Context: an optimization exercise on an open-source flow, tuned for small area, a short achievable clock period and few clock cycles. The choices shown serve that exercise and are no tape-out recipe.
In this exercise RTL edits were held to simulation tests only and were not proved equivalent to the original.
Power is estimated from default activity; no workload was simulated.

### design/flow/design.v
module tascardll_engine (
    input  wire        clk,
    input  wire        rst,
    input  wire        h_valid,
    input  wire        h_write,
    input  wire [7:0]  h_addr,
    input  wire [31:0] h_wdata,
    output wire        h_ready,
    output reg         h_rvalid,
    output reg  [31:0] h_rdata,
    output reg         m_valid,
    output reg         m_we,
    output reg  [31:0] m_addr,
    output reg  [7:0]  m_wdata,
    input  wire        m_ready,
    input  wire [7:0]  m_rdata
);
    localparam [3:0] E_GENERIC = 4'd1, E_PTR = 4'd2, E_MEM = 4'd3,
                     E_NOTHDR = 4'd4, E_NOAUDIO = 4'd5, E_PROTO = 4'd6, E_DIMS = 4'd7,
                     E_CHKSUM = 4'd8;
    localparam [4:0] S_IDLE = 5'd0,  S_EXEC = 5'd1,  S_CRC  = 5'd2,  S_CRCE = 5'd3,
                     S_BD   = 5'd4,  S_EH   = 5'd5,  S_DH1  = 5'd6,  S_DHC  = 5'd7,
                     S_DH2  = 5'd8,  S_ADRN = 5'd9,  S_ACHK = 5'd10, S_MUL  = 5'd11,
                     S_CHK4 = 5'd12, S_CHK5 = 5'd13, S_EAH  = 5'd14, S_DAH  = 5'd15,
                     S_RD   = 5'd16, S_WR   = 5'd17, S_GAP1 = 5'd18, S_GAP2 = 5'd19,
                     S_COPY = 5'd20, S_DRN  = 5'd21, S_DEND = 5'd22;
    localparam [1:0] P_CRC = 2'd0, P_DH1 = 2'd1, P_DH2 = 2'd2, P_DAH = 2'd3;
    reg [31:0] buf_addr, buf_cap, smp_addr, smp_count, smp_index, p_rate;
    reg [15:0] p_format, p_channels, p_framesize;
    reg [15:0] d_fmt, d_ch, d_fs;
    reg [31:0] d_rate, d_crc;
    reg        desc_valid;             
    reg [31:0] crc_acc;
    reg [3:0]  st_err;
    reg [1:0]  st_detail;
    reg [1:0]  st_kind;
    reg [34:0] result_len;             
    reg        busy;
    reg [4:0]  state;
    reg [7:0]  op;
    reg        ill;
    reg        dec;
    reg [31:0] alt;                    
    reg [31:0] cnt;                    
    reg [4:0]  sc;                     
    reg [4:0]  pc;                     
    reg        vld;                    
    reg [1:0]  pmode;
    reg        ok;
    reg        first, lastw, s1p, s2p;
    reg [31:0] sbuf;                   
    reg [23:0] qbuf;                   
    reg        qinc;
    reg        mbit;                   
    assign h_ready = ~busy;
    function [31:0] crc_step;
        input [31:0] a;
        input [7:0]  b;
        integer i;
        reg [31:0] c;
        begin
            c = a ^ {24'd0, b};
            for (i = 0; i < 8; i = i + 1)
                c = c[0] ? ((c >> 1) ^ 32'hEDB88320) : (c >> 1);
            crc_step = c;
        end
    endfunction
    function [46:0] enc_s1;
        input [31:0] p;
        reg [7:0]  e;
        reg [23:0] mm;
        reg [7:0]  ee;
        reg [38:0] pr;
        reg [7:0]  idx;
        reg        z;
        begin
            e  = p[30:23];
            mm = {(e != 8'd0), p[22:0]};
            ee = (e == 8'd0) ? 8'd1 : e;
            pr = {mm, 15'd0} - {15'd0, mm};
            idx = 8'd166 - ee;
            z  = (e == 8'd255) || (ee < 8'd112) || (ee > 8'd166);
            enc_s1 = {p[31], z, idx[5:0], pr};
        end
    endfunction
    function [16:0] enc_s2;
        input [46:0] s;
        reg [54:0] pe;
        reg [54:0] sh;
        reg [15:0] t;
        begin
            pe = {s[38:0], 16'd0};
            sh = pe >> s[44:39];
            t  = s[45] ? 16'd0 : sh[15:0];
            if (s[46])
                enc_s2 = {(t[7:0] == 8'd0), ~t[15:8], (~t[7:0]) + 8'd1};
            else
                enc_s2 = {1'b0, t[15:8], t[7:0]};
        end
    endfunction
    function [20:0] dec_s1;
        input [15:0] h;
        reg [15:0] a;
        reg [3:0]  p;
        integer i;
        begin
            a = h[15] ? (16'd0 - h) : h;
            p = 4'd0;
            for (i = 0; i < 15; i = i + 1)
                if (a[i]) p = i[3:0];
            dec_s1 = {p, h[15], a};
        end
    endfunction
    function [32:0] dec_s2;
        input [20:0] s;
        reg [15:0] a;
        reg [3:0]  p;
        reg        sg;
        reg [14:0] r;
        reg [23:0] m;
        reg [8:0]  b0;
        begin
            a  = s[15:0];
            sg = s[16];
            p  = s[20:17];
            r  = a[14:0] << (4'd14 - p);
            m  = {r, r[14:6]};
            b0 = {1'b0, m[7:0]} + {8'd0, r[5]};
            if (a == 16'd0)
                dec_s2 = 33'd0;
            else if (a[15])
                dec_s2 = {1'b0, 32'hBF800100};
            else if (a == 16'h7FFF)
                dec_s2 = {1'b0, sg, 8'd127, 23'd0};
            else
                dec_s2 = {b0[8], sg, 4'b0111, p, m[22:8], b0[7:0]};
        end
    endfunction
    wire        fmt_ok   = (d_fmt[15:1] == 15'd0);
    wire [34:0] size_cnt = pcmf ? ({1'b0, cnt, 2'b00} + 35'd9) : ({2'b00, cnt, 1'b0} + 35'd9);
    wire [111:0] chain   = {d_crc, d_fs, d_ch, d_rate, d_fmt};
    wire [31:0] crc_nx   = crc_step(crc_acc, m_wdata);
    wire [31:0] m_inc    = m_addr + 32'd1;
    wire        go       = m_valid & m_ready;
    wire [31:0] cnt_dec  = cnt - 32'd1;
    wire [31:0] cnt_mul  = {cnt[30:0], 1'b0} + (mbit ? {16'd0, d_fs} : 32'd0);
    wire [4:0]  sc_inc   = sc + 5'd1;
    wire [4:0]  sc_dec   = sc - 5'd1;
    wire [4:0]  pc_inc   = pc + 5'd1;
    wire [1:0]  pcm1     = pc[1:0] - 2'd1;
    wire [7:0]  dcrc_b   = d_crc[8*pcm1 +: 8];
    wire [7:0]  dcrc_s   = d_crc[8*sc[1:0] +: 8];
    wire        cnt_is0  = (cnt == 32'd0);
    wire        cnt_is1  = (cnt == 32'd1);
    wire        parse    = (op == 8'h24);
    wire        pcmf     = d_fmt[0];
    wire        is_aud   = (op == 8'h12) || (op == 8'h22) || (op == 8'h23);
    reg [3:0] ch_msb;
    integer k;
    always @(*) begin
        ch_msb = 4'd0;
        for (k = 0; k < 16; k = k + 1)
            if (d_ch[k]) ch_msb = k[3:0];
    end
    wire [46:0] e1 = enc_s1(sbuf);
    wire [16:0] e2 = enc_s2({qbuf[14:0], sbuf});
    wire [20:0] d1 = dec_s1(sbuf[31:16]);
    wire [32:0] d2 = dec_s2(sbuf[20:0]);
    reg [31:0] rd_mux;
    always @(*) begin
        case (h_addr)
            8'h04: rd_mux = {18'd0, st_kind, 2'd0, st_detail, 4'd0, st_err};
            8'h08: rd_mux = result_len[31:0];
            8'h0C: rd_mux = {29'd0, result_len[34:32]};
            8'h10: rd_mux = buf_addr;
            8'h14: rd_mux = buf_cap;
            8'h18: rd_mux = smp_addr;
            8'h1C: rd_mux = smp_count;
            8'h20: rd_mux = smp_index;
            8'h24: rd_mux = p_rate;
            8'h28: rd_mux = {16'd0, p_format};
            8'h2C: rd_mux = {16'd0, p_channels};
            8'h30: rd_mux = {16'd0, p_framesize};
            8'h34: rd_mux = {d_fmt, 15'd0, desc_valid};
            8'h38: rd_mux = d_rate;
            8'h3C: rd_mux = {d_fs, d_ch};
            8'h40: rd_mux = d_crc;
            8'h44: rd_mux = {31'd0, desc_valid};
            8'h48: rd_mux = crc_acc;
            8'h4C: rd_mux = ~crc_acc;
            default: rd_mux = 32'd0;
        endcase
    end
    always @(posedge clk)
        h_rdata <= rd_mux;
    wire hw = ~busy & h_valid & h_write;
    wire [4:0] state_n;
    wire [4:0] sc_n;
    wire [4:0] pc_n;
    wire  busy_n;
    wire  m_valid_n;
    wire  m_we_n;
    wire  vld_n;
    wire  ok_n;
    wire  first_n;
    wire  lastw_n;
    wire  s1p_n;
    wire  s2p_n;
    wire  qinc_n;
    wire  dec_n;
    wire  desc_valid_n;
    wire [1:0] pmode_n;
    wire st_w;
    wire [3:0] st_err_n;
    wire [1:0] st_detail_n;
    wire [1:0] st_kind_n;
    wire  ma_buf;
    wire  ma_alt;
    wire  ma_inc;
    wire  al_smp;
    wire  al_inc;
    wire  cn_cap;
    wire  cn_acc;
    wire  cn_dec;
    wire  cn_mul;
    wire  cn_fs;
    wire  cn_zero;
    wire  rl_zero;
    wire  rl_17;
    wire  rl_cap;
    wire  rl_size;
    wire  ca_ones;
    wire  ca_step;
    wire  ca_rest;
    wire  ch_load;
    wire  ch_shift;
    wire  ch_rot;
    wire  ch_crc;
    wire  si_shift;
    wire  si_rot;
    wire  sb_shift;
    wire  sb_e1;
    wire  sb_d1;
    wire  qb_shift;
    wire  qb_e1;
    wire  qb_d2;
    wire  qb_e2;
    wire  mw_rd;
    wire  mw_h;
    wire  mw_k;
    wire  mw_ch;
    wire  mw_dc;
    wire  mw_si;
    wire  mw_e2;
    wire  mw_d2;
    wire  mw_qb;
    wire [7:0] mw_kv;
    wire [85:0] ctl0, ctl1;
    genvar gi;
    generate for (gi = 0; gi < 2; gi = gi + 1) begin : CT
        localparam G = gi;
        reg [4:0] state_n_c;
        reg [4:0] sc_n_c;
        reg [4:0] pc_n_c;
        reg  busy_n_c;
        reg  m_valid_n_c;
        reg  m_we_n_c;
        reg  vld_n_c;
        reg  ok_n_c;
        reg  first_n_c;
        reg  lastw_n_c;
        reg  s1p_n_c;
        reg  s2p_n_c;
        reg  qinc_n_c;
        reg  dec_n_c;
        reg  desc_valid_n_c;
        reg [1:0] pmode_n_c;
        reg  st_w_c;
        reg [3:0] st_err_n_c;
        reg [1:0] st_detail_n_c;
        reg [1:0] st_kind_n_c;
        reg  ma_buf_c;
        reg  ma_alt_c;
        reg  ma_inc_c;
        reg  al_smp_c;
        reg  al_inc_c;
        reg  cn_cap_c;
        reg  cn_acc_c;
        reg  cn_dec_c;
        reg  cn_mul_c;
        reg  cn_fs_c;
        reg  cn_zero_c;
        reg  rl_zero_c;
        reg  rl_17_c;
        reg  rl_cap_c;
        reg  rl_size_c;
        reg  ca_ones_c;
        reg  ca_step_c;
        reg  ca_rest_c;
        reg  ch_load_c;
        reg  ch_shift_c;
        reg  ch_rot_c;
        reg  ch_crc_c;
        reg  si_shift_c;
        reg  si_rot_c;
        reg  sb_shift_c;
        reg  sb_e1_c;
        reg  sb_d1_c;
        reg  qb_shift_c;
        reg  qb_e1_c;
        reg  qb_d2_c;
        reg  qb_e2_c;
        reg  mw_rd_c;
        reg  mw_h_c;
        reg  mw_k_c;
        reg  mw_ch_c;
        reg  mw_dc_c;
        reg  mw_si_c;
        reg  mw_e2_c;
        reg  mw_d2_c;
        reg  mw_qb_c;
        reg [7:0] mw_kv_c;
        reg aud_start_c;
        always @(*) begin
            state_n_c = state; sc_n_c = sc; pc_n_c = pc;
            busy_n_c = busy; m_valid_n_c = m_valid; m_we_n_c = m_we; vld_n_c = 1'b0; ok_n_c = ok;
            first_n_c = first; lastw_n_c = lastw; s1p_n_c = s1p; s2p_n_c = s2p; qinc_n_c = qinc;
            dec_n_c = dec; desc_valid_n_c = desc_valid; pmode_n_c = pmode;
            st_w_c = 1'b0; st_err_n_c = 4'd0; st_detail_n_c = 2'd0; st_kind_n_c = 2'd0;
            ma_buf_c = 1'b0; ma_alt_c = 1'b0; ma_inc_c = 1'b0;
            al_smp_c = 1'b0; al_inc_c = 1'b0;
            cn_cap_c = 1'b0; cn_acc_c = 1'b0; cn_dec_c = 1'b0; cn_mul_c = 1'b0; cn_fs_c = 1'b0; cn_zero_c = 1'b0;
            rl_zero_c = 1'b0; rl_17_c = 1'b0; rl_cap_c = 1'b0; rl_size_c = 1'b0;
            ca_ones_c = 1'b0; ca_step_c = 1'b0; ca_rest_c = 1'b0;
            ch_load_c = 1'b0; ch_shift_c = 1'b0; ch_rot_c = 1'b0; ch_crc_c = 1'b0;
            si_shift_c = 1'b0; si_rot_c = 1'b0;
            sb_shift_c = 1'b0; sb_e1_c = 1'b0; sb_d1_c = 1'b0;
            qb_shift_c = 1'b0; qb_e1_c = 1'b0; qb_d2_c = 1'b0; qb_e2_c = 1'b0;
            mw_rd_c = 1'b0; mw_h_c = 1'b0; mw_k_c = 1'b0; mw_ch_c = 1'b0; mw_dc_c = 1'b0; mw_si_c = 1'b0;
            mw_e2_c = 1'b0; mw_d2_c = 1'b0; mw_qb_c = 1'b0; mw_kv_c = 8'h00;
            aud_start_c = 1'b0;
            if (vld && state != S_DRN && state != S_ADRN) begin
                pc_n_c = pc_inc;
                case (pmode)
                    P_CRC: ca_step_c = 1'b1;
                    P_DH1: begin
                        if (pc == 5'd0) begin
                            if (m_wdata == 8'h48) begin
                                cn_acc_c  = 1'b1;
                                ca_ones_c = 1'b1;
                            end
                        end else
                            ca_step_c = 1'b1;
                        if (pc == 5'd1) ok_n_c = (m_wdata == 8'h01);
                        if (pc == 5'd2) ok_n_c = ok & (m_wdata == 8'h00);
                    end
                    P_DH2: ch_shift_c = 1'b1;
                    P_DAH: if (pc[3:2] != 2'd0 && pc != 5'd4) si_shift_c = 1'b1;
                endcase
            end
            case (state)
            S_IDLE: begin
                if (hw && h_addr == 8'h00) begin
                    busy_n_c  = 1'b1;
                    state_n_c = S_EXEC;
                    mw_h_c    = 1'b1;
                end
            end
            S_EXEC: begin
                st_w_c    = 1'b1;
                rl_zero_c = 1'b1;
                dec_n_c   = (op == 8'h23);
                sc_n_c    = 5'd0;
                pc_n_c    = 5'd0;
                busy_n_c  = 1'b0;
                state_n_c = S_IDLE;
                if (ill) begin
                    st_err_n_c    = E_GENERIC;
                    st_detail_n_c = 2'd1;
                end else begin
                    case (op)
                        8'h01: ca_ones_c = 1'b1;
                        8'h02: ca_step_c = 1'b1;
                        8'h03, 8'h04: begin
                            if (op[2]) ca_ones_c = 1'b1;
                            rl_zero_c = 1'b0;
                            rl_cap_c  = 1'b1;
                            cn_cap_c  = 1'b1;
                            ma_buf_c  = 1'b1;
                            m_we_n_c  = 1'b0;
                            if (buf_cap != 32'd0) begin
                                m_valid_n_c = 1'b1;
                                busy_n_c    = 1'b1;
                                state_n_c   = S_CRC;
                            end
                        end
                        8'h10: begin
                            ch_load_c = 1'b1;
                            cn_acc_c  = 1'b1;
                            ca_ones_c = 1'b1;
                            mw_k_c    = 1'b1;
                            mw_kv_c   = 8'h01;
                            busy_n_c  = 1'b1;
                            state_n_c = S_BD;
                        end
                        8'h11: begin
                            rl_zero_c = 1'b0;
                            rl_17_c   = 1'b1;
                        end
                        8'h12, 8'h22, 8'h23: aud_start_c = 1'b1;
                        8'h20: begin
                            if (!desc_valid) begin
                                st_err_n_c    = E_GENERIC;
                                st_detail_n_c = 2'd2;
                            end else if (buf_addr == 32'd0)
                                st_err_n_c = E_PTR;
                            else if (buf_cap < 32'd17)
                                st_err_n_c = E_MEM;
                            else begin
                                ma_buf_c    = 1'b1;
                                m_valid_n_c = 1'b1;
                                m_we_n_c    = 1'b1;
                                mw_k_c      = 1'b1;
                                mw_kv_c     = 8'h48;
                                busy_n_c    = 1'b1;
                                state_n_c   = S_EH;
                            end
                        end
                        8'h21, 8'h24: begin
                            if (buf_addr == 32'd0)
                                st_err_n_c = E_PTR;
                            else if (buf_cap < 32'd17)
                                st_err_n_c = E_MEM;
                            else begin
                                ma_buf_c    = 1'b1;
                                m_valid_n_c = 1'b1;
                                m_we_n_c    = 1'b0;
                                busy_n_c    = 1'b1;
                                state_n_c   = S_DH1;
                            end
                        end
                        default: begin
                            st_err_n_c    = E_GENERIC;
                            st_detail_n_c = 2'd1;
                        end
                    endcase
                end
            end
            S_CRC: begin
                if (G) begin
                    mw_rd_c   = 1'b1;
                    vld_n_c   = 1'b1;
                    pmode_n_c = P_CRC;
                    ma_inc_c  = 1'b1;
                    cn_dec_c  = 1'b1;
                    if (cnt_is1) begin
                        m_valid_n_c = 1'b0;
                        state_n_c   = S_CRCE;
                    end
                end
            end
            S_CRCE: begin
                busy_n_c  = 1'b0;
                state_n_c = S_IDLE;
            end
            S_BD: begin
                sc_n_c    = sc_inc;
                ca_step_c = 1'b1;
                if (sc == 5'd0) begin
                    mw_k_c  = 1'b1;
                    mw_kv_c = 8'h00;
                end else
                    mw_ch_c = 1'b1;
                if (sc != 5'd0 && sc != 5'd15)
                    ch_rot_c = 1'b1;
                if (sc == 5'd15) begin
                    ch_crc_c       = 1'b1;
                    ca_step_c      = 1'b0;
                    ca_rest_c      = 1'b1;
                    desc_valid_n_c = 1'b1;
                    busy_n_c       = 1'b0;
                    state_n_c      = S_IDLE;
                end
            end
            S_EH: begin
                if (G) begin
                    sc_n_c   = sc_inc;
                    ma_inc_c = 1'b1;
                    if (sc == 5'd0) begin
                        mw_k_c  = 1'b1;
                        mw_kv_c = 8'h01;
                    end else if (sc == 5'd1) begin
                        mw_k_c  = 1'b1;
                        mw_kv_c = 8'h00;
                    end else begin
                        mw_ch_c = 1'b1;
                        if (sc != 5'd16)
                            ch_rot_c = 1'b1;
                    end
                    if (sc == 5'd16) begin
                        m_valid_n_c = 1'b0;
                        rl_17_c     = 1'b1;
                        busy_n_c    = 1'b0;
                        state_n_c   = S_IDLE;
                    end
                end
            end
            S_DH1: begin
                if (sc < 5'd21 && (G || (sc >= 5'd13 && sc <= 5'd16))) begin
                    if (sc >= 5'd13 && sc <= 5'd16) begin
                        mw_k_c  = 1'b1;
                        mw_kv_c = 8'h00;
                    end else
                        mw_rd_c = 1'b1;
                    vld_n_c   = 1'b1;
                    pmode_n_c = P_DH1;
                    sc_n_c    = sc_inc;
                    if (G)
                        ma_inc_c = 1'b1;
                    if (sc == 5'd2)
                        al_inc_c = 1'b1;
                    m_valid_n_c = !(sc >= 5'd12 && sc <= 5'd15) && sc != 5'd20;
                end
                if (vld && pc == 5'd0 && m_wdata != 8'h48) begin
                    if (parse)
                        state_n_c = S_ADRN;
                    else begin
                        st_w_c     = 1'b1;
                        st_err_n_c = E_NOTHDR;
                        state_n_c  = S_DRN;
                    end
                    if (G)
                        m_valid_n_c = 1'b0;
                end
                if (vld && pc == 5'd20)
                    state_n_c = S_DHC;
            end
            S_DHC: begin
                ca_rest_c = 1'b1;
                if (crc_acc != 32'hDEBB20E3) begin
                    st_w_c     = 1'b1;
                    st_err_n_c = E_CHKSUM;
                    busy_n_c   = 1'b0;
                    state_n_c  = S_IDLE;
                end else if (!ok) begin
                    st_w_c     = 1'b1;
                    st_err_n_c = E_PROTO;
                    busy_n_c   = 1'b0;
                    state_n_c  = S_IDLE;
                end else begin
                    ma_alt_c    = 1'b1;
                    m_valid_n_c = 1'b1;
                    sc_n_c      = 5'd0;
                    pc_n_c      = 5'd0;
                    state_n_c   = S_DH2;
                end
            end
            S_DH2: begin
                if (G) begin
                    mw_rd_c   = 1'b1;
                    vld_n_c   = 1'b1;
                    pmode_n_c = P_DH2;
                    sc_n_c    = sc_inc;
                    ma_inc_c  = 1'b1;
                    if (sc == 5'd13)
                        m_valid_n_c = 1'b0;
                end
                if (vld && pc == 5'd13) begin
                    desc_valid_n_c = 1'b1;
                    st_w_c         = 1'b1;
                    st_kind_n_c    = 2'd1;
                    rl_17_c        = 1'b1;
                    busy_n_c       = 1'b0;
                    state_n_c      = S_IDLE;
                end
            end
            S_ADRN: begin
                if (G)
                    m_valid_n_c = 1'b0;
                if (!m_valid || G) begin
                    dec_n_c   = 1'b1;
                    state_n_c = S_ACHK;
                end
            end
            S_ACHK: aud_start_c = 1'b1;
            S_MUL: begin
                cn_mul_c = 1'b1;
                sc_n_c   = sc_dec;
                if (sc == 5'd0)
                    state_n_c = S_CHK4;
            end
            S_CHK4: begin
                rl_size_c = 1'b1;
                sc_n_c    = 5'd0;
                pc_n_c    = 5'd0;
                ma_buf_c  = 1'b1;
                al_smp_c  = 1'b1;
                first_n_c = 1'b1;
                lastw_n_c = 1'b0;
                if (op == 8'h12) begin
                    st_w_c    = 1'b1;
                    busy_n_c  = 1'b0;
                    state_n_c = S_IDLE;
                end else if (smp_count != cnt) begin
                    st_w_c     = 1'b1;
                    st_err_n_c = E_DIMS;
                    rl_size_c  = 1'b0;
                    rl_zero_c  = 1'b1;
                    busy_n_c   = 1'b0;
                    state_n_c  = S_IDLE;
                end else
                    state_n_c = S_CHK5;
            end
            S_CHK5: begin
                if ({3'd0, buf_cap} < result_len) begin
                    st_w_c     = 1'b1;
                    st_err_n_c = E_MEM;
                    rl_zero_c  = 1'b1;
                    busy_n_c   = 1'b0;
                    state_n_c  = S_IDLE;
                end else if (dec) begin
                    m_valid_n_c = 1'b1;
                    m_we_n_c    = 1'b0;
                    state_n_c   = S_DAH;
                end else begin
                    m_valid_n_c = 1'b1;
                    m_we_n_c    = 1'b1;
                    mw_k_c      = 1'b1;
                    mw_kv_c     = 8'h41;
                    state_n_c   = S_EAH;
                end
            end
            S_EAH: begin
                if (G) begin
                    sc_n_c = sc_inc;
                    if (sc[3:2] == 2'd0)
                        mw_dc_c = 1'b1;
                    else if (sc != 5'd8) begin
                        mw_si_c  = 1'b1;
                        si_rot_c = 1'b1;
                    end
                    if (sc == 5'd8) begin
                        sc_n_c = 5'd0;
                        if (cnt_is0) begin
                            m_valid_n_c = 1'b0;
                            st_w_c      = 1'b1;
                            busy_n_c    = 1'b0;
                            state_n_c   = S_IDLE;
                        end else begin
                            ma_alt_c  = 1'b1;
                            al_inc_c  = 1'b1;
                            m_we_n_c  = 1'b0;
                            state_n_c = pcmf ? S_COPY : S_RD;
                        end
                    end else
                        ma_inc_c = 1'b1;
                end
            end
            S_DAH: begin
                if (G) begin
                    mw_rd_c   = 1'b1;
                    vld_n_c   = 1'b1;
                    pmode_n_c = P_DAH;
                    sc_n_c    = sc_inc;
                    ma_inc_c  = 1'b1;
                    if (sc == 5'd8) begin
                        sc_n_c = 5'd0;
                        if (cnt_is0) begin
                            m_valid_n_c = 1'b0;
                            state_n_c   = S_DEND;
                        end else
                            state_n_c = pcmf ? S_COPY : S_RD;
                    end
                end
                if (vld && ((pc == 5'd0 && m_wdata != 8'h41) ||
                            (pc != 5'd0 && pc <= 5'd4 && m_wdata != dcrc_b))) begin
                    st_w_c     = 1'b1;
                    st_err_n_c = (pc == 5'd0) ? E_NOAUDIO : E_CHKSUM;
                    rl_zero_c  = 1'b1;
                    state_n_c  = S_DRN;
                    if (G)
                        m_valid_n_c = 1'b0;
                end
            end
            S_DEND: begin
                st_w_c      = 1'b1;
                st_kind_n_c = 2'd2;
                busy_n_c    = 1'b0;
                state_n_c   = S_IDLE;
            end
            S_COPY: begin
                if (G) begin
                    ma_alt_c = 1'b1;
                    al_inc_c = 1'b1;
                    m_we_n_c = ~m_we;
                    if (!m_we)
                        mw_rd_c = 1'b1;
                    else begin
                        sc_n_c = sc_inc;
                        if (sc[1:0] == 2'd3) begin
                            cn_dec_c = 1'b1;
                            if (cnt_is1) begin
                                m_valid_n_c = 1'b0;
                                st_w_c      = 1'b1;
                                st_kind_n_c = {dec, 1'b0};
                                busy_n_c    = 1'b0;
                                state_n_c   = S_IDLE;
                            end
                        end
                    end
                end
            end
            S_RD: begin
                if (s2p) begin
                    s2p_n_c = 1'b0;
                    if (dec) begin
                        mw_d2_c  = 1'b1;
                        qb_d2_c  = 1'b1;
                        qinc_n_c = d2[32];
                    end else begin
                        mw_e2_c  = 1'b1;
                        qb_e2_c  = 1'b1;
                        qinc_n_c = e2[16];
                    end
                end
                if (G) begin
                    sb_shift_c = 1'b1;
                    sc_n_c     = sc_inc;
                    if (sc[1:0] == (dec ? 2'd1 : 2'd3)) begin
                        sc_n_c   = 5'd0;
                        cn_dec_c = 1'b1;
                        if (first) begin
                            first_n_c   = 1'b0;
                            m_valid_n_c = 1'b0;
                            ma_inc_c    = 1'b1;
                            state_n_c   = S_GAP1;
                        end else begin
                            ma_alt_c  = 1'b1;
                            al_inc_c  = 1'b1;
                            m_we_n_c  = 1'b1;
                            s1p_n_c   = 1'b1;
                            state_n_c = S_WR;
                        end
                    end else
                        ma_inc_c = 1'b1;
                end
            end
            S_GAP1: begin
                if (dec)
                    sb_d1_c = 1'b1;
                else begin
                    sb_e1_c = 1'b1;
                    qb_e1_c = 1'b1;
                end
                s2p_n_c = 1'b1;
                if (cnt_is0) begin
                    ma_alt_c  = 1'b1;
                    al_inc_c  = 1'b1;
                    state_n_c = S_GAP2;
                end else begin
                    m_valid_n_c = 1'b1;
                    state_n_c   = S_RD;
                end
            end
            S_GAP2: begin
                s2p_n_c = 1'b0;
                if (dec) begin
                    mw_d2_c  = 1'b1;
                    qb_d2_c  = 1'b1;
                    qinc_n_c = d2[32];
                end else begin
                    mw_e2_c  = 1'b1;
                    qb_e2_c  = 1'b1;
                    qinc_n_c = e2[16];
                end
                lastw_n_c   = 1'b1;
                m_valid_n_c = 1'b1;
                m_we_n_c    = 1'b1;
                state_n_c   = S_WR;
            end
            S_WR: begin
                if (G) begin
                    mw_qb_c  = 1'b1;
                    qinc_n_c = qinc & (qbuf[7:0] == 8'hFF);
                    if (dec)
                        qb_shift_c = 1'b1;
                    sc_n_c = sc_inc;
                    if (s1p) begin
                        s1p_n_c = 1'b0;
                        s2p_n_c = 1'b1;
                        if (dec)
                            sb_d1_c = 1'b1;
                        else begin
                            sb_e1_c = 1'b1;
                            qb_e1_c = 1'b1;
                        end
                    end
                    if (sc[1:0] == (dec ? 2'd3 : 2'd1)) begin
                        sc_n_c = 5'd0;
                        if (lastw) begin
                            m_valid_n_c = 1'b0;
                            st_w_c      = 1'b1;
                            st_kind_n_c = {dec, 1'b0};
                            busy_n_c    = 1'b0;
                            state_n_c   = S_IDLE;
                        end else if (cnt_is0) begin
                            m_valid_n_c = 1'b0;
                            ma_inc_c    = 1'b1;
                            state_n_c   = S_GAP2;
                        end else begin
                            ma_alt_c  = 1'b1;
                            al_inc_c  = 1'b1;
                            m_we_n_c  = 1'b0;
                            state_n_c = S_RD;
                        end
                    end else
                        ma_inc_c = 1'b1;
                end
            end
            S_DRN: begin
                if (G)
                    m_valid_n_c = 1'b0;
                if (!m_valid || G) begin
                    busy_n_c  = 1'b0;
                    state_n_c = S_IDLE;
                end
            end
            default: begin
                busy_n_c  = 1'b0;
                state_n_c = S_IDLE;
            end
            endcase
            if (aud_start_c) begin
                busy_n_c = 1'b1;
                st_w_c   = 1'b1;
                if (!desc_valid) begin
                    st_err_n_c    = E_GENERIC;
                    st_detail_n_c = 2'd2;
                    busy_n_c      = 1'b0;
                    state_n_c     = S_IDLE;
                end else if (!fmt_ok) begin
                    st_err_n_c    = E_GENERIC;
                    st_detail_n_c = 2'd3;
                    busy_n_c      = 1'b0;
                    state_n_c     = S_IDLE;
                end else if (op != 8'h12 && (smp_addr == 32'd0 || buf_addr == 32'd0)) begin
                    st_err_n_c = E_PTR;
                    busy_n_c   = 1'b0;
                    state_n_c  = S_IDLE;
                end else begin
                    if (d_ch == 16'd0)
                        cn_zero_c = 1'b1;
                    else
                        cn_fs_c = 1'b1;
                    sc_n_c    = {1'b0, ch_msb} - 5'd1;
                    state_n_c = (ch_msb == 4'd0) ? S_CHK4 : S_MUL;
                end
            end
        end
        if (gi == 0) begin : C0
            assign ctl0 = {state_n_c, sc_n_c, pc_n_c, busy_n_c, m_valid_n_c, m_we_n_c, vld_n_c, ok_n_c, first_n_c, lastw_n_c, s1p_n_c, s2p_n_c, qinc_n_c, dec_n_c, desc_valid_n_c, pmode_n_c, st_w_c, st_err_n_c, st_detail_n_c, st_kind_n_c, ma_buf_c, ma_alt_c, ma_inc_c, al_smp_c, al_inc_c, cn_cap_c, cn_acc_c, cn_dec_c, cn_mul_c, cn_fs_c, cn_zero_c, rl_zero_c, rl_17_c, rl_cap_c, rl_size_c, ca_ones_c, ca_step_c, ca_rest_c, ch_load_c, ch_shift_c, ch_rot_c, ch_crc_c, si_shift_c, si_rot_c, sb_shift_c, sb_e1_c, sb_d1_c, qb_shift_c, qb_e1_c, qb_d2_c, qb_e2_c, mw_rd_c, mw_h_c, mw_k_c, mw_ch_c, mw_dc_c, mw_si_c, mw_e2_c, mw_d2_c, mw_qb_c, mw_kv_c};
        end else begin : C1
            assign ctl1 = {state_n_c, sc_n_c, pc_n_c, busy_n_c, m_valid_n_c, m_we_n_c, vld_n_c, ok_n_c, first_n_c, lastw_n_c, s1p_n_c, s2p_n_c, qinc_n_c, dec_n_c, desc_valid_n_c, pmode_n_c, st_w_c, st_err_n_c, st_detail_n_c, st_kind_n_c, ma_buf_c, ma_alt_c, ma_inc_c, al_smp_c, al_inc_c, cn_cap_c, cn_acc_c, cn_dec_c, cn_mul_c, cn_fs_c, cn_zero_c, rl_zero_c, rl_17_c, rl_cap_c, rl_size_c, ca_ones_c, ca_step_c, ca_rest_c, ch_load_c, ch_shift_c, ch_rot_c, ch_crc_c, si_shift_c, si_rot_c, sb_shift_c, sb_e1_c, sb_d1_c, qb_shift_c, qb_e1_c, qb_d2_c, qb_e2_c, mw_rd_c, mw_h_c, mw_k_c, mw_ch_c, mw_dc_c, mw_si_c, mw_e2_c, mw_d2_c, mw_qb_c, mw_kv_c};
        end
    end endgenerate
    assign {state_n, sc_n, pc_n, busy_n, m_valid_n, m_we_n, vld_n, ok_n, first_n, lastw_n, s1p_n, s2p_n, qinc_n, dec_n, desc_valid_n, pmode_n, st_w, st_err_n, st_detail_n, st_kind_n, ma_buf, ma_alt, ma_inc, al_smp, al_inc, cn_cap, cn_acc, cn_dec, cn_mul, cn_fs, cn_zero, rl_zero, rl_17, rl_cap, rl_size, ca_ones, ca_step, ca_rest, ch_load, ch_shift, ch_rot, ch_crc, si_shift, si_rot, sb_shift, sb_e1, sb_d1, qb_shift, qb_e1, qb_d2, qb_e2, mw_rd, mw_h, mw_k, mw_ch, mw_dc, mw_si, mw_e2, mw_d2, mw_qb, mw_kv} = go ? ctl1 : ctl0;
    always @(posedge clk) begin
        if (rst) begin
            buf_addr    <= 32'd0;
            buf_cap     <= 32'd0;
            smp_addr    <= 32'd0;
            smp_count   <= 32'd0;
            p_rate      <= 32'd0;
            p_format    <= 16'd0;
            p_channels  <= 16'd0;
            p_framesize <= 16'd0;
        end else if (hw) begin
            case (h_addr)
                8'h10: buf_addr    <= h_wdata;
                8'h14: buf_cap     <= h_wdata;
                8'h18: smp_addr    <= h_wdata;
                8'h1C: smp_count   <= h_wdata;
                8'h24: p_rate      <= h_wdata;
                8'h28: p_format    <= h_wdata[15:0];
                8'h2C: p_channels  <= h_wdata[15:0];
                8'h30: p_framesize <= h_wdata[15:0];
                default: ;
            endcase
        end
    end
    always @(posedge clk) begin
        if (rst) begin
            busy       <= 1'b0;
            state      <= S_IDLE;
            m_valid    <= 1'b0;
            h_rvalid   <= 1'b0;
            vld        <= 1'b0;
            s1p        <= 1'b0;
            s2p        <= 1'b0;
            desc_valid <= 1'b0;
            st_err     <= 4'd0;
            st_detail  <= 2'd0;
            st_kind    <= 2'd0;
        end else begin
            h_rvalid   <= ~busy & h_valid & ~h_write;
            busy       <= busy_n;
            state      <= state_n;
            m_valid    <= m_valid_n;
            vld        <= vld_n;
            s1p        <= s1p_n;
            s2p        <= s2p_n;
            desc_valid <= desc_valid_n;
            if (st_w) begin
                st_err    <= st_err_n;
                st_detail <= st_detail_n;
                st_kind   <= st_kind_n;
            end
        end
        m_we  <= m_we_n;
        sc    <= sc_n;
        pc    <= pc_n;
        ok    <= ok_n;
        first <= first_n;
        lastw <= lastw_n;
        qinc  <= qinc_n;
        dec   <= dec_n;
        pmode <= pmode_n;
        mbit  <= d_ch[sc_n[3:0]];
        if (state == S_IDLE) begin
            op    <= h_wdata[7:0];
            ill   <= (h_wdata[31:16] != 16'd0) ||
                     (h_wdata[7:0] != 8'h02 && h_wdata[15:8] != 8'd0);
        end
    end
    always @(posedge clk) begin
        if (ma_buf | ma_alt | ma_inc)
            m_addr <= ({32{ma_buf}} & buf_addr) | ({32{ma_alt}} & alt) | ({32{ma_inc}} & m_inc);
        if (al_smp | al_inc)
            alt <= al_smp ? smp_addr : m_inc;
        if (cn_cap | cn_acc | cn_dec | cn_mul | cn_fs | cn_zero)
            cnt <= ({32{cn_cap}} & buf_cap) | ({32{cn_acc}} & crc_acc) | ({32{cn_dec}} & cnt_dec) |
                   ({32{cn_mul}} & cnt_mul) | ({32{cn_fs}} & {16'd0, d_fs});
        if (sb_shift)
            sbuf <= {m_rdata, sbuf[31:8]};
        else if (sb_e1)
            sbuf <= e1[31:0];
        else if (sb_d1)
            sbuf[20:0] <= d1;
        if (qb_e1)
            qbuf[14:0] <= e1[46:32];
        else if (qb_d2)
            qbuf <= d2[31:8];
        else if (qb_e2)
            qbuf[7:0] <= e2[15:8];
        else if (qb_shift)
            qbuf <= {8'd0, qbuf[23:8]};
        if (mw_rd | mw_h | mw_k | mw_ch | mw_dc | mw_si | mw_e2 | mw_d2 | mw_qb)
            m_wdata <= ({8{mw_rd}} & m_rdata) | ({8{mw_h}} & h_wdata[15:8]) | ({8{mw_k}} & mw_kv) |
                       ({8{mw_ch}} & chain[7:0]) | ({8{mw_dc}} & dcrc_s) | ({8{mw_si}} & smp_index[7:0]) |
                       ({8{mw_e2}} & e2[7:0]) | ({8{mw_d2}} & d2[7:0]) |
                       ({8{mw_qb}} & (qbuf[7:0] + {7'd0, qinc}));
    end
    always @(posedge clk) begin
        if (rst) begin
            d_fmt      <= 16'd0;
            d_rate     <= 32'd0;
            d_ch       <= 16'd0;
            d_fs       <= 16'd0;
            d_crc      <= 32'd0;
            crc_acc    <= 32'hFFFFFFFF;
            result_len <= 35'd0;
            smp_index  <= 32'd0;
        end else begin
            if (ch_load)
                {d_crc, d_fs, d_ch, d_rate, d_fmt} <= {32'd0, p_framesize, p_channels, p_rate, p_format};
            else if (ch_shift | ch_rot)
                {d_crc, d_fs, d_ch, d_rate, d_fmt} <= {(ch_shift ? m_wdata : chain[7:0]), chain[111:8]};
            else if (ch_crc)
                d_crc <= ~crc_nx;
            if (ca_ones | ca_step | ca_rest)
                crc_acc <= ({32{ca_ones}}) | ({32{ca_step}} & crc_nx) | ({32{ca_rest}} & cnt);
            if (rl_zero | rl_17 | rl_cap | rl_size)
                result_len <= ({35{rl_17}} & 35'd17) | ({35{rl_cap}} & {3'd0, buf_cap}) |
                              ({35{rl_size}} & size_cnt);
            if (hw && h_addr == 8'h20)
                smp_index <= h_wdata;
            else if (si_shift | si_rot)
                smp_index <= {(si_shift ? m_wdata : smp_index[7:0]), smp_index[31:8]};
        end
    end
endmodule
### design/flow/standard.sh
#!/bin/bash
# synth_recipe.tcl (not shown) runs the flow's synth.tcl, then flattens the netlist and writes it again
# the make line also repeats each setting of config.mk as NAME=value (left out here)
make -C /OpenROAD-flow-scripts/flow DESIGN_CONFIG=/design/flow/config.mk WORK_HOME=/design/flow/orfs CLKGATE_MAP_FILE= SYNTH_SCRIPT=/design/flow/synth_recipe.tcl "${@:-finish}"
### design/flow/constraint.sdc
create_clock -name core_clock -period 12.0 [get_ports {clk}]
set_input_delay 2.4000 -clock core_clock [delete_from_list [all_inputs] [get_ports {clk}]]
set_output_delay 2.4000 -clock core_clock [all_outputs]
set_load 0.01 [all_outputs]
### design/flow/flow/run.sh
#!/bin/bash
set -euo pipefail
bash standard.sh SETUP_SLACK_MARGIN=8 finish > standard_flow.log 2>&1
### design/flow/config.mk
export PLATFORM = sky130hd
export DESIGN_NAME = tascardll_engine
export DESIGN_NICKNAME = tascardll_engine
export VERILOG_FILES = /design/flow/design.v
export SDC_FILE = /design/flow/constraint.sdc
export NUM_CORES = 4
export LEC_CHECK = 0
export CAP_MARGIN = 20
export CORE_MARGIN = 2
export CORE_UTILIZATION = 40
export CTS_BUF_LIST = sky130_fd_sc_hd__clkbuf_4 sky130_fd_sc_hd__clkbuf_8
export SLEW_MARGIN = 20
==> notes.md, run 1 <==
Setup TNS 0 ns; WP data arrival ~4.6 ns; Setup Skew 0.0558 ns; number of distinct library cells after synthesis 112; chip width 332 um; IO Port Bufs 128; min-delay worst type flip-flop to flip-flop; Critical Path Start buf_addr[23]; GR Overflow Total 0; Die Y-Extent around 330 um; most frequent cells in the layout nand2_1 (1,043), dfxtp_1 (478), a21oi_1 (455), nor2_1 (424), buf_4 (222); pin count of the biggest net entering global routing 111; Post-Place Setup Slack approximately 5.5 ns; async set-reset flop share out of synthesis 0; WS Path Type flip-flop to flip-flop; Fmax achieved 0.242 GHz; Lkg Pwr 0.0177 uW; Final Hold Vio Count 0; htree depth 3; Worst-path clk slew 0.06 ns; FF-to-FF path depth 6; switching fraction of total power 0.257; Total Power approximately 5000 uW; cell type with the largest total area after synthesis dfxtp_1; DRC Markers 0; CP max FO 16; final setup fails 0; Sequential Area 0.0149 mm2; Max Buffers Root-to-Sink 3; Pint 3680 uW; startpoint types flip-flop; Clk pwr share 0.493; max_cap viols 0; vias in the first global route 41,245; Reg2Reg Launch Point buf_addr[23]; register bit count reported by yosys around 660; hold_sp p_framesize[7]; Syn Nets roughly 5,500; VDD IR max 0.0763 mV; RSZ-0062 raised after global routing true; I/O pin count 129; initial drt markers between 8,000 and 9,000; power density over the cells around 99 mW/mm2; NumNets Final 5,575; Switch Pwr 1270 uW; global-route wire length before repair 309 mm; syn_area_per_cell 8.03 um2; Area growth syn-to-layout 16.2%; Cell Area, Synth 0.0431 mm2; Clk Latency, worst-skew pair 0.85 ns; TritonCTS Sinks 656; GRT Total Usage 0.381; YS warnings 1; Final ANT Viol Nets 0; CTS Buf Count 117; fillers 10,521; Primary FF master, synth dfxtp_1; Gate Count Post-Synth 5,360; share of cells above drive strength 1 0.134; Multi-input gate area 0.0269 mm2; commonest non-fill, non-tap cell in the layout nand2_1; Vias/cell 6.81; Root Driver clkbuf_8; ratio of final minimum period to clock period 0.345; drt first pass iters 11; Starting Density 0.403; total number of vias 47,406; flop2flop setup slack 7.86 ns; initial antenna violation count 20; Placement Rows 120; CORE AREA 0.107 mm2; Worst EP required 12.46 ns; final WL 222 mm; CTS tree done; final design utilization 0.468; routed len/inst 31.8 um; max_slew headroom 0.237; minimum clock period 4.14 ns; number of synthesized flops with an enable pin about 170; GP Congestion between 1 and 1.5; Final HPWL DP 154 mm; area share of the largest cell type after synthesis 0.224; ranking of synthesized cells by area dfxtp_1 (22%), edfxtp_1 (12%), nand2_1 (9.2%), a21oi_1 (5.4%), xnor2_1 (4.1%); Setup WS post-layout 7.86 ns; Crit. End Element flip-flop; DIE AREA 0.110 mm2; sequential share of power 0.462; Logic pwr share 0.045; status finished clean; Slew Limit Fails 0; Hold Path Depth 2; quantity of hold-fixing buffers added after cts 0; Worst-Margin Slew 1.13 ns; register area share after synthesis 0.345
==> per-layer routing <==
metal | wire [um] | share of wire | GRT usage | vias up
met1 | 86700 | 0.39 | 0.526 | 22882
met4 | 15100 | 0.068 | 0.206 | 4
li1 | - | - | - | 19855
met3 | 33700 | 0.15 | 0.125 | 756
met5 | 28 | 0.00013 | 0 | -
met2 | 86200 | 0.39 | 0.520 | 3909
==> final cells by class <==
type / instances / area share
repair inverters: 1 / 0.000100
flip-flops and latches: 656 / 0.297
repair buffers: 388 / 0.0688
clock inverters: 50 / 0.00905
multi-input cells: 4179 / 0.537
clock buffers: 173 / 0.0445
well taps: 1403 / 0.0351
diodes: 14 / 0.000700
inverters: 94 / 0.00740
==> logic make-up (layout without fill, tap and decap cells) <==
| family | count (synthesis) | count (layout) | synth area share |
|---|---|---|---|
| AOI/OAI and AO/OA | 1427 | 1427 | 0.230 |
| and+or+nand+nor | 2162 | 2176 | 0.226 |
| buffers and inverters | 539 | 706 | 0.0505 |
| DFF | 656 | 656 | 0.345 |
| adders and majority gates | 85 | 85 | 0.0249 |
| other | 0 | 14 | 0 |
| muxes | 159 | 159 | 0.0558 |
| xor gates and xnor gates | 332 | 332 | 0.0679 |
==> worst max-delay path, stage by stage (launching register included) <==
cell and delay, ns:
dfxtp_1 0.39, nor4_1 0.61, nand4_1 0.41, o22ai_1 0.79, a211oi_4 0.26, nor2_1 0.88
nand2_4 0.42
==> cells in the mapped netlist, types with 32 or more instances <==
| library cell | instances |
|---|---|
| a21o_1 | 32 |
| a21oi_1 | 463 |
| a221o_1 | 66 |
| a221oi_1 | 92 |
| a222oi_1 | 43 |
| a22o_1 | 38 |
| a22oi_1 | 110 |
| a311oi_1 | 109 |
| and3_1 | 40 |
| buf_2 | 47 |
| clkbuf_1 | 354 |
| dfxtp_1 | 482 |
| edfxtp_1 | 174 |
| ha_1 | 84 |
| inv_1 | 90 |
| mux2i_1 | 74 |
| mux4_2 | 61 |
| nand2_1 | 1052 |
| nand2b_1 | 38 |
| nand3_1 | 148 |
| nand4_1 | 86 |
| nor2_1 | 449 |
| nor2b_1 | 36 |
| nor3_1 | 84 |
| nor4_1 | 65 |
| o211ai_1 | 42 |
| o21ai_0 | 172 |
| xnor2_1 | 202 |
| xor2_1 | 129 |
==> path summary, 6_finish.rpt <==
kind / end
worst max register to register: cnt[29]
worst min register to register: p_framesize[7]
worst min-delay path: p_framesize[7]
worst max-delay path: cnt[29]
==> sequential cells by signal, summed over array words and instances (netlist names), 16 cells and up <==
register / flops
p_format: 16
d_fmt: 16
m_addr: 32
qbuf: 21
crc_acc: 32
smp_addr: 32
d_fs: 16
sbuf: 32
smp_count: 32
alt: 32
result_len: 35
d_rate: 32
buf_addr: 32
d_ch: 16
h_rdata: 32
cnt: 32
buf_cap: 32
p_framesize: 16
p_channels: 16
d_crc: 32
smp_index: 32
p_rate: 32
==> power groups by stage <==
| stage | combinational, uW | sequential [uW] | clock [uW] |
|---|---|---|---|
| global route | 227 | 2290 | 2530 |
| floorplan | 112 | 2320 | 0 |
| detailed placement | 200 | 2330 | 0 |
| finish | 223 | 2290 | 2440 |
| global placement | 201 | 2340 | 0 |
| CTS | 211 | 2290 | 2440 |
==> repair_timing <==
item                                    CTS  global route
cloned                                   13             7
pin swaps                                20            26
endpoints found under the setup margin  778           358
resized for setup                       198            64
buffers inserted                         83            62
==> through the flow <==
step	cell area, um2	cells	hold WS, ns
final	50000	6958	0.476
after global routing	50000	6945	0.489
after CTS	49200	6875	0.463
after detailed placement	45400	6556	0.453
after global placement	45400	6555	0.454
after floorplan	43300	5360	0.414
Testbench counts, summed over its fixed seeds: cycles 232,070.
==> run 2, diff against run 1 <==
--- a/design/flow/design.v
+++ b/design/flow/design.v
@@ -24,6 +24,9 @@
                      S_CHK4 = 5'd12, S_CHK5 = 5'd13, S_EAH  = 5'd14, S_DAH  = 5'd15,
                      S_RD   = 5'd16, S_WR   = 5'd17, S_GAP1 = 5'd18, S_GAP2 = 5'd19,
                      S_COPY = 5'd20, S_DRN  = 5'd21, S_DEND = 5'd22;
+    localparam [3:0] C_INIT = 4'd1, C_BYTE = 4'd2, C_SPAN = 4'd3, C_C32 = 4'd4, C_BUILD = 4'd5,
+                     C_HSIZE = 4'd6, C_ASIZE = 4'd7, C_EH = 4'd8, C_DH = 4'd9, C_EA = 4'd10,
+                     C_DA = 4'd11, C_PARSE = 4'd12;
     localparam [1:0] P_CRC = 2'd0, P_DH1 = 2'd1, P_DH2 = 2'd2, P_DAH = 2'd3;
     reg [31:0] buf_addr, buf_cap, smp_addr, smp_count, smp_index, p_rate;
     reg [15:0] p_format, p_channels, p_framesize;
@@ -37,8 +40,7 @@
     reg [34:0] result_len;             
     reg        busy;
     reg [4:0]  state;
-    reg [7:0]  op;
-    reg        ill;
+    reg [3:0]  op;                     
     reg        dec;
     reg [31:0] alt;                    
     reg [31:0] cnt;                    
@@ -152,9 +154,9 @@
     wire [7:0]  dcrc_s   = d_crc[8*sc[1:0] +: 8];
     wire        cnt_is0  = (cnt == 32'd0);
     wire        cnt_is1  = (cnt == 32'd1);
-    wire        parse    = (op == 8'h24);
+    wire        parse    = (op == C_PARSE);
     wire        pcmf     = d_fmt[0];
-    wire        is_aud   = (op == 8'h12) || (op == 8'h22) || (op == 8'h23);
+    wire        is_aud   = (op == C_ASIZE) || (op == C_EA) || (op == C_DA);
     reg [3:0] ch_msb;
     integer k;
     always @(*) begin
@@ -194,6 +196,26 @@
     always @(posedge clk)
         h_rdata <= rd_mux;
     wire hw = ~busy & h_valid & h_write;
+    reg [3:0] cmd_code;
+    always @(*) begin
+        case (h_wdata[7:0])
+            8'h01: cmd_code = C_INIT;
+            8'h02: cmd_code = C_BYTE;
+            8'h03: cmd_code = C_SPAN;
+            8'h04: cmd_code = C_C32;
+            8'h10: cmd_code = C_BUILD;
+            8'h11: cmd_code = C_HSIZE;
+            8'h12: cmd_code = C_ASIZE;
+            8'h20: cmd_code = C_EH;
+            8'h21: cmd_code = C_DH;
+            8'h22: cmd_code = C_EA;
+            8'h23: cmd_code = C_DA;
+            8'h24: cmd_code = C_PARSE;
+            default: cmd_code = 4'd0;
+        endcase
+        if (h_wdata[31:16] != 16'd0 || (h_wdata[7:0] != 8'h02 && h_wdata[15:8] != 8'd0))
+            cmd_code = 4'd0;
+    end
     wire [4:0] state_n;
     wire [4:0] sc_n;
     wire [4:0] pc_n;
@@ -369,20 +391,20 @@
             S_EXEC: begin
                 st_w_c    = 1'b1;
                 rl_zero_c = 1'b1;
-                dec_n_c   = (op == 8'h23);
+                dec_n_c   = (op == C_DA);
                 sc_n_c    = 5'd0;
                 pc_n_c    = 5'd0;
                 busy_n_c  = 1'b0;
                 state_n_c = S_IDLE;
-                if (ill) begin
+                if (op == 4'd0) begin
                     st_err_n_c    = E_GENERIC;
                     st_detail_n_c = 2'd1;
                 end else begin
                     case (op)
-                        8'h01: ca_ones_c = 1'b1;
-                        8'h02: ca_step_c = 1'b1;
-                        8'h03, 8'h04: begin
-                            if (op[2]) ca_ones_c = 1'b1;
+                        C_INIT: ca_ones_c = 1'b1;
+                        C_BYTE: ca_step_c = 1'b1;
+                        C_SPAN, C_C32: begin
+                            if (op == C_C32) ca_ones_c = 1'b1;
                             rl_zero_c = 1'b0;
                             rl_cap_c  = 1'b1;
                             cn_cap_c  = 1'b1;
@@ -394,7 +416,7 @@
                                 state_n_c   = S_CRC;
                             end
                         end
-                        8'h10: begin
+                        C_BUILD: begin
                             ch_load_c = 1'b1;
                             cn_acc_c  = 1'b1;
                             ca_ones_c = 1'b1;
@@ -403,12 +425,12 @@
                             busy_n_c  = 1'b1;
                             state_n_c = S_BD;
                         end
-                        8'h11: begin
+                        C_HSIZE: begin
                             rl_zero_c = 1'b0;
                             rl_17_c   = 1'b1;
                         end
-                        8'h12, 8'h22, 8'h23: aud_start_c = 1'b1;
-                        8'h20: begin
+                        C_ASIZE, C_EA, C_DA: aud_start_c = 1'b1;
+                        C_EH: begin
                             if (!desc_valid) begin
                                 st_err_n_c    = E_GENERIC;
                                 st_detail_n_c = 2'd2;
@@ -426,7 +448,7 @@
                                 state_n_c   = S_EH;
                             end
                         end
-                        8'h21, 8'h24: begin
+                        C_DH, C_PARSE: begin
                             if (buf_addr == 32'd0)
                                 st_err_n_c = E_PTR;
                             else if (buf_cap < 32'd17)
@@ -597,7 +619,7 @@
                 al_smp_c  = 1'b1;
                 first_n_c = 1'b1;
                 lastw_n_c = 1'b0;
-                if (op == 8'h12) begin
+                if (op == C_ASIZE) begin
                     st_w_c    = 1'b1;
                     busy_n_c  = 1'b0;
                     state_n_c = S_IDLE;
@@ -843,7 +865,7 @@
                     st_detail_n_c = 2'd3;
                     busy_n_c      = 1'b0;
                     state_n_c     = S_IDLE;
-                end else if (op != 8'h12 && (smp_addr == 32'd0 || buf_addr == 32'd0)) begin
+                end else if (op != C_ASIZE && (smp_addr == 32'd0 || buf_addr == 32'd0)) begin
                     st_err_n_c = E_PTR;
                     busy_n_c   = 1'b0;
                     state_n_c  = S_IDLE;
@@ -864,29 +886,17 @@
         end
     end endgenerate
     assign {state_n, sc_n, pc_n, busy_n, m_valid_n, m_we_n, vld_n, ok_n, first_n, lastw_n, s1p_n, s2p_n, qinc_n, dec_n, desc_valid_n, pmode_n, st_w, st_err_n, st_detail_n, st_kind_n, ma_buf, ma_alt, ma_inc, al_smp, al_inc, cn_cap, cn_acc, cn_dec, cn_mul, cn_fs, cn_zero, rl_zero, rl_17, rl_cap, rl_size, ca_ones, ca_step, ca_rest, ch_load, ch_shift, ch_rot, ch_crc, si_shift, si_rot, sb_shift, sb_e1, sb_d1, qb_shift, qb_e1, qb_d2, qb_e2, mw_rd, mw_h, mw_k, mw_ch, mw_dc, mw_si, mw_e2, mw_d2, mw_qb, mw_kv} = go ? ctl1 : ctl0;
+    wire [31:0] hwd = h_wdata & {32{~rst}};
+    wire        hwe = rst | hw;
     always @(posedge clk) begin
-        if (rst) begin
-            buf_addr    <= 32'd0;
-            buf_cap     <= 32'd0;
-            smp_addr    <= 32'd0;
-            smp_count   <= 32'd0;
-            p_rate      <= 32'd0;
-            p_format    <= 16'd0;
-            p_channels  <= 16'd0;
-            p_framesize <= 16'd0;
-        end else if (hw) begin
-            case (h_addr)
-                8'h10: buf_addr    <= h_wdata;
-                8'h14: buf_cap     <= h_wdata;
-                8'h18: smp_addr    <= h_wdata;
-                8'h1C: smp_count   <= h_wdata;
-                8'h24: p_rate      <= h_wdata;
-                8'h28: p_format    <= h_wdata[15:0];
-                8'h2C: p_channels  <= h_wdata[15:0];
-                8'h30: p_framesize <= h_wdata[15:0];
-                default: ;
-            endcase
-        end
+        if (hwe && (rst || h_addr == 8'h10)) buf_addr    <= hwd;
+        if (hwe && (rst || h_addr == 8'h14)) buf_cap     <= hwd;
+        if (hwe && (rst || h_addr == 8'h18)) smp_addr    <= hwd;
+        if (hwe && (rst || h_addr == 8'h1C)) smp_count   <= hwd;
+        if (hwe && (rst || h_addr == 8'h24)) p_rate      <= hwd;
+        if (hwe && (rst || h_addr == 8'h28)) p_format    <= hwd[15:0];
+        if (hwe && (rst || h_addr == 8'h2C)) p_channels  <= hwd[15:0];
+        if (hwe && (rst || h_addr == 8'h30)) p_framesize <= hwd[15:0];
     end
     always @(posedge clk) begin
         if (rst) begin
@@ -927,9 +937,7 @@
         pmode <= pmode_n;
         mbit  <= d_ch[sc_n[3:0]];
         if (state == S_IDLE) begin
-            op    <= h_wdata[7:0];
-            ill   <= (h_wdata[31:16] != 16'd0) ||
-                     (h_wdata[7:0] != 8'h02 && h_wdata[15:8] != 8'd0);
+            op    <= cmd_code;
         end
     end
     always @(posedge clk) begin
==> notes.md, run 2 <==
Area growth syn-to-layout 16.8%; flip-flop count of the largest register after layout 35; max_cap viols 0; most frequent cells in the layout nand2_1 (668), nor2_1 (455), edfxtp_1 (377), dfxtp_1 (267), a21oi_1 (253); placed cells 6,012; Vias/cell 6.90; IO Port Bufs 128; Worst-Margin Slew between 1 and 1.5 ns; quantity of hold-fixing buffers added after cts 0; Die Y-Extent 330 um; hold_sp d_rate[2]; htree depth 3; WS Path Type primary input to flip-flop; Fmax achieved 0.247 GHz; number of distinct library cells after synthesis slightly above 100; commonest non-fill, non-tap cell in the layout nand2_1; CORE AREA 0.105 mm2; vias in the first global route approximately 40,000; Primary FF master, synth edfxtp_1; initial drt markers 7,736; minimum clock period 4.05 ns; share of cells above drive strength 1 0.146; Final ANT Viol Nets 0; I/O pin count 129; final setup fails 0; Final Hold Vio Count 0; WP data arrival 4.51 ns; register area share after synthesis 0.395; YS warnings 1; cell type with the largest total area after synthesis edfxtp_1; Syn Nets a little under 5,000; status finished clean; Worst-path clk slew 0.06 ns; CP max FO 34; Commonest cells post-synth nand2_1 (674), nor2_1 (485), edfxtp_1 (377); CTS Buf Count 116; routed len/inst 34.4 um; final WL 220 mm; hold slack 0.460 ns; Clk Latency, worst-skew pair 0.87 ns; cell with the most instances after synthesis nand2_1; Cell Area, Synth 0.0426 mm2; TritonCTS Sinks 651; ratio of final minimum period to clock period 0.337; CTS tree done; DRC Markers 0; Crit. End Element flip-flop; drt first pass iters 19; Root Driver clkbuf_8; register bit count reported by yosys 651; DIE AREA 0.109 mm2; syn_area_per_cell 8.93 um2; Reg2Reg Launch Point buf_addr[3]; GR Overflow Total 0; Worst EP required 12.47 ns; Max Buffers Root-to-Sink 3; number of synthesized flops with an enable pin around 380; Placement Rows 119; Final Non-Filler Cells 6,385; Critical Path Start h_addr[1]; Largest Register result_len; async set-reset flop share out of synthesis 0; total number of vias roughly 44,000; RSZ-0062 raised after global routing true; area share of the largest cell type after synthesis 0.266; startpoint types primary input; Setup Skew 0.0873 ns; NumNets Final 5,015; pin count of the biggest net entering global routing between 90 and 100; GP Congestion 1.05; global-route wire length before repair 305 mm; flop2flop setup slack 7.98 ns; min-delay worst type flip-flop to flip-flop; initial antenna violation count 21; Final HPWL DP between 150 and 200 mm; chip width 330 um; power density over the cells around 110 mW/mm2; max_slew headroom 0.218; Starting Density 0.404; Slew Limit Fails 0; Gate Count Post-Synth ~4,800; VDD IR max 0.0802 mV; Setup TNS 0 ns; GRT Total Usage 0.390; ranking of synthesized cells by area edfxtp_1 (27%), dfxtp_1 (13%), nand2_1 (5.9%), nor2_1 (4.3%), xnor2_1 (3.6%); Lkg Pwr 0.0177 uW
-- run 2: cell types whose count changed after synthesis, moves of 19 or more --
cell	delta
nand2_1	-378
dfxtp_1	-208
a21oi_1	-207
edfxtp_1	+203
clkbuf_1	-73
nor2_1	+36
o2bb2ai_1	-30
a211oi_1	+29
nor2b_1	+28
xnor2_1	-26
a311oi_1	-22
a222oi_1	+21
mux2i_1	+20
a22oi_1	-19
-- run 2: logic make-up after synthesis --
| family | share of synthesized area |
|---|---|
| mux | 0.0597 |
| simple gates | 0.202 |
| flops | 0.395 |
| buf+inv | 0.0440 |
| fa+ha+maj | 0.0252 |
| xor+xnor | 0.0659 |
| compound gates | 0.209 |
-- run 2: worst max-delay path, stage by stage --
cell	delay, ns
dlygate4sd2_1	0.24
or4_4	0.58
buf_4	0.17
nor2_4	0.06
buf_4	0.51
a21o_4	0.50
-- run 2: what timing repair did --
item                       4_1_cts  5_1_grt
setup buffers                   75       43
pin swaps                       24       20
gates resized for setup        193       82
cloned                          17        3
setup endpoints to repair      703      336
-- run 2: metrics by stage --
stage / utilization / power, uW / instance area (um2) / setup WS, ns
after floorplan: - / 2760 / 42900 / 7.80
after global placement: 0.428 / 2970 / 45200 / 6.08
after detailed placement: 0.428 / 2970 / 45200 / 5.97
after CTS: 0.464 / 5280 / 48900 / 7.91
after global routing: 0.471 / 5450 / 49700 / 7.96
final: 0.472 / 5350 / 49700 / 7.95
-- run 2: power breakdown --
group | switching (uW) | leakage (uW) | total, uW | internal [uW]
combinational | 282 | 0.0105 | 427 | 145
sequential | 140 | 0.00584 | 2570 | 2430
clock | 1080 | 0.00138 | 2360 | 1270
total | 1500 | 0.0177 | 5350 | 3850
-- run 2: worst paths after layout --
| check | end | cells after the start |
|---|---|---|
| setup / recovery | buf_addr[1] | 6 |
| hold / removal | d_fmt[10] | 2 |
| setup reg to reg | mbit | 9 |
| hold reg to reg | d_fmt[10] | 2 |
-- run 2: final cells by class --
cell class / count / area, um2
clock buffer: 190 / 2320
fill: 10217 / 55700
sequential: 651 / 16800
antenna: 15 / 37.5
multi-input combinational: 3656 / 24800
inverter: 89 / 345
tap: 1391 / 1740
clock inverter: 30 / 265
timing repair buffer: 363 / 3420
-- run 2: routing by layer --
metal  global-route usage  vias to the layer above  part of all wire
met4                0.229                       16             0.072
met3                0.152                      746              0.15
met1                0.516                    21482              0.38
met2                0.534                     3645              0.40
li1                     -                    18170                 -
met5              0.00174                        -           0.00047
Testbench counts of run 2, summed over its fixed seeds: cycles 232,070.
==> run 3, diff against run 2 <==
--- a/design/flow/config.mk
+++ b/design/flow/config.mk
@@ -7,6 +7,6 @@
 export LEC_CHECK = 0
 export CAP_MARGIN = 20
 export CORE_MARGIN = 2
-export CORE_UTILIZATION = 40
+export CORE_UTILIZATION = 50
 export CTS_BUF_LIST = sky130_fd_sc_hd__clkbuf_4 sky130_fd_sc_hd__clkbuf_8
 export SLEW_MARGIN = 20
==> notes.md, run 3 <==
CTS Buf Count around 110; startpoint types primary input; CP max FO 16; GR Overflow Total 0; Crit. End Element flip-flop; Clk Latency, worst-skew pair between 0.8 and 0.9 ns; max_slew headroom 0.0736; VDD IR max 0.112 mV; ratio of final minimum period to clock period 0.341; Final Hold Vio Count 0; most frequent cells in the layout nand2_1 (668), nor2_1 (455), edfxtp_1 (377), dfxtp_1 (263), a21oi_1 (252); Final ANT Viol Nets 0; min-delay worst type flip-flop to flip-flop; Final Non-Filler Cells 6,123; register area share after synthesis 0.395; Critical Path Start h_addr[4]; quantity of hold-fixing buffers added after cts 0; Vias/cell 7.25; chip width 296 um; initial antenna violation count 35; commonest non-fill, non-tap cell in the layout nand2_1; Placement Rows 106; Total Power 5310 uW; WS Path Type primary input to flip-flop; DIE AREA 0.0875 mm2; initial drt markers approximately 8,600; Worst-Margin Slew ~1.4 ns; hold slack 0.475 ns; Commonest cells post-synth nand2_1 (674), nor2_1 (485), edfxtp_1 (377); ranking of synthesized cells by area edfxtp_1 (27%), dfxtp_1 (13%), nand2_1 (5.9%), nor2_1 (4.3%), xnor2_1 (3.6%); Setup Skew 0.0588 ns; CTS tree done; area share of the largest cell type after synthesis 0.266; placed cells 5,746; Cell Area, Synth 0.0426 mm2; pin count of the biggest net entering global routing 100; YS warnings 1; GRT Total Usage 0.483; GP Congestion ~1.1; I/O pin count 129; Final HPWL DP 155 mm; FF-to-FF path depth 12; Max Buffers Root-to-Sink 3; Setup TNS 0 ns; cell with the most instances after synthesis nand2_1; syn_area_per_cell 8.93 um2; crit path to h_rdata[8]; Reg2Reg Launch Point d_fs[2]; Die Y-Extent 296 um; Largest Register result_len; Slew Limit Fails 0; number of synthesized flops with an enable pin 377; final WL approximately 220 mm; number of distinct library cells after synthesis 102; flip-flop count of the largest register after layout 35; final setup fails 0; CORE AREA 0.0840 mm2; TritonCTS Sinks approximately 650; power density over the cells 108 mW/mm2; status finished clean; Root Driver clkbuf_8; drt first pass iters 11; DRC Markers 0; Fmax achieved around 0.24 GHz; Starting Density 0.507; Worst EP required 12.52 ns; async set-reset flop share out of synthesis 0; cell type with the largest total area after synthesis edfxtp_1; RSZ-0062 raised after global routing true; Syn Nets ~4,900; Gate Count Post-Synth 4,764; flop2flop setup slack 8.04 ns; routed len/inst 35.7 um; total number of vias 44,410; vias in the first global route 38,836; Area growth syn-to-layout 15.3%; global-route wire length before repair between 200 and 300 mm; max_cap viols 0; RR Endpoint cnt[24]; Primary FF master, synth edfxtp_1; NumNets Final 5,008; Worst-path clk slew 0.08 ns; IO Port Bufs 128; WP data arrival 4.61 ns; register bit count reported by yosys 651; Lkg Pwr between 0.015 and 0.02 uW; htree depth 3; share of cells above drive strength 1 0.138; minimum clock period 4.09 ns
## run 3: changes by cell type in the layout (fill, tap and decap cells not counted), sizes merged, moves of 2 or more
cell / previous run / this run
clkbuf: 193 / 165
clkinv: 25 / 40
bufinv: 2 / 10
clkdlybuf4s15: 17 / 10
diode: 15 / 22
buf: 230 / 227
dlygate4sd2: 64 / 67
a21o: 35 / 37
clkinvlp: 4 / 2
inv: 88 / 90
## run 3: worst min-delay path by stage
stage               startpoint    endpoint  depth (start not counted)
CTS                 d_rate[24]  d_rate[16]                          2
global placement    d_rate[13]  d_rate[13]                          2
detailed placement  d_rate[24]  d_rate[24]                          2
finish                    busy    h_rvalid                          1
floorplan            st_err[1]   st_err[1]                          2
global route              busy    h_rvalid                          1
## run 3: worst max-delay path, cell delays in order
cell            delay (ns)
dlymetal6s2s_1        0.20
nor2_1                0.15
nand3b_1              0.17
buf_4                 0.15
buf_4                 0.15
or2_2                 0.49
o21ai_0               0.19
a221oi_1              0.24
nand4_1               0.46
## run 3: stage by stage
stage,setup WS [ns],util,cell area (um2)
global placement,6.09,0.533,44800
global route,7.93,0.584,49000
finish,7.91,0.585,49100
detailed placement,5.96,0.533,44800
floorplan,7.80,-,42900
CTS,7.92,0.576,48300
## run 3: logic make-up (layout without fill, tap and decap cells)
| kind of cell | Yosys count | after routing | share of synthesized area |
|---|---|---|---|
| adders and majority gates | 85 | 85 | 0.0252 |
| and+or+nand+nor | 1845 | 1851 | 0.202 |
| xor gates and xnor gates | 320 | 320 | 0.0659 |
| buffers and inverters | 467 | 659 | 0.0440 |
| other | 0 | 22 | 0 |
| AOI/OAI and AO/OA | 1220 | 1225 | 0.209 |
| muxes | 176 | 176 | 0.0597 |
| DFF | 651 | 651 | 0.395 |
## run 3: repair_timing
action	4_1_cts	5_1_grt
gates resized for setup	176	66
buffers inserted	76	49
pin swaps	23	14
endpoints found under the setup margin	674	306
cloned	14	4
## run 3: cell type report
cell class              count  area (um2)
repair buffers            358        3310
well taps                1134        1420
clock buffers             159        1960
flip-flops and latches    651       16800
fillers                  7628       34900
inverters                  89         342
multi-input cells        3657       24600
diodes                     22        55.1
clock inverters            53         553
## run 3: where the power goes
part / internal, uW / switching, uW / total, uW
clock network: 1280 / 1060 / 2340
registers: 2430 / 165 / 2600
logic: 132 / 239 / 371
## run 3: metal layers
layer	global-route usage	share of wire	up-vias
met5	0.0299	0.0031	-
met2	0.633	0.38	3896
met4	0.250	0.067	46
met1	0.645	0.38	21442
li1	-	-	18165
met3	0.238	0.17	861

-- afterwards: timing with drivers on the ports --
Ports are ideal in the flow. The routed layouts listed here were re-timed in OpenROAD. Step 1, drivers: a clkbuf_16 drives clk and a buf_2 each remaining input, both assumed. Step 2 also shifts input and output timing later by t, the mid clock arrival at the registers, as if the neighbouring blocks saw the same clock. Slacks: ideal ports / drivers / drivers and shift; pairs: ideal ports / drivers.
run	t (ns)	slack for setup (ns)	worst setup path at the end	worst register clock-pin slew, ns	pins driven straight from the clock port
run 1	0.897	7.864 / 7.864 / 7.023	input to register	0.07 / 0.07	1
run 2	0.900	7.954 / 7.946 / 7.111	input to register	0.07 / 0.07	1
run 3	0.899	7.907 / 7.803 / 6.905	input to register	0.08 / 0.08	1
After both steps every run listed still meets setup and hold. The setup slack of run 3, which loses most, moves by -0.104 ns with the drivers and by -1.002 ns with both steps.
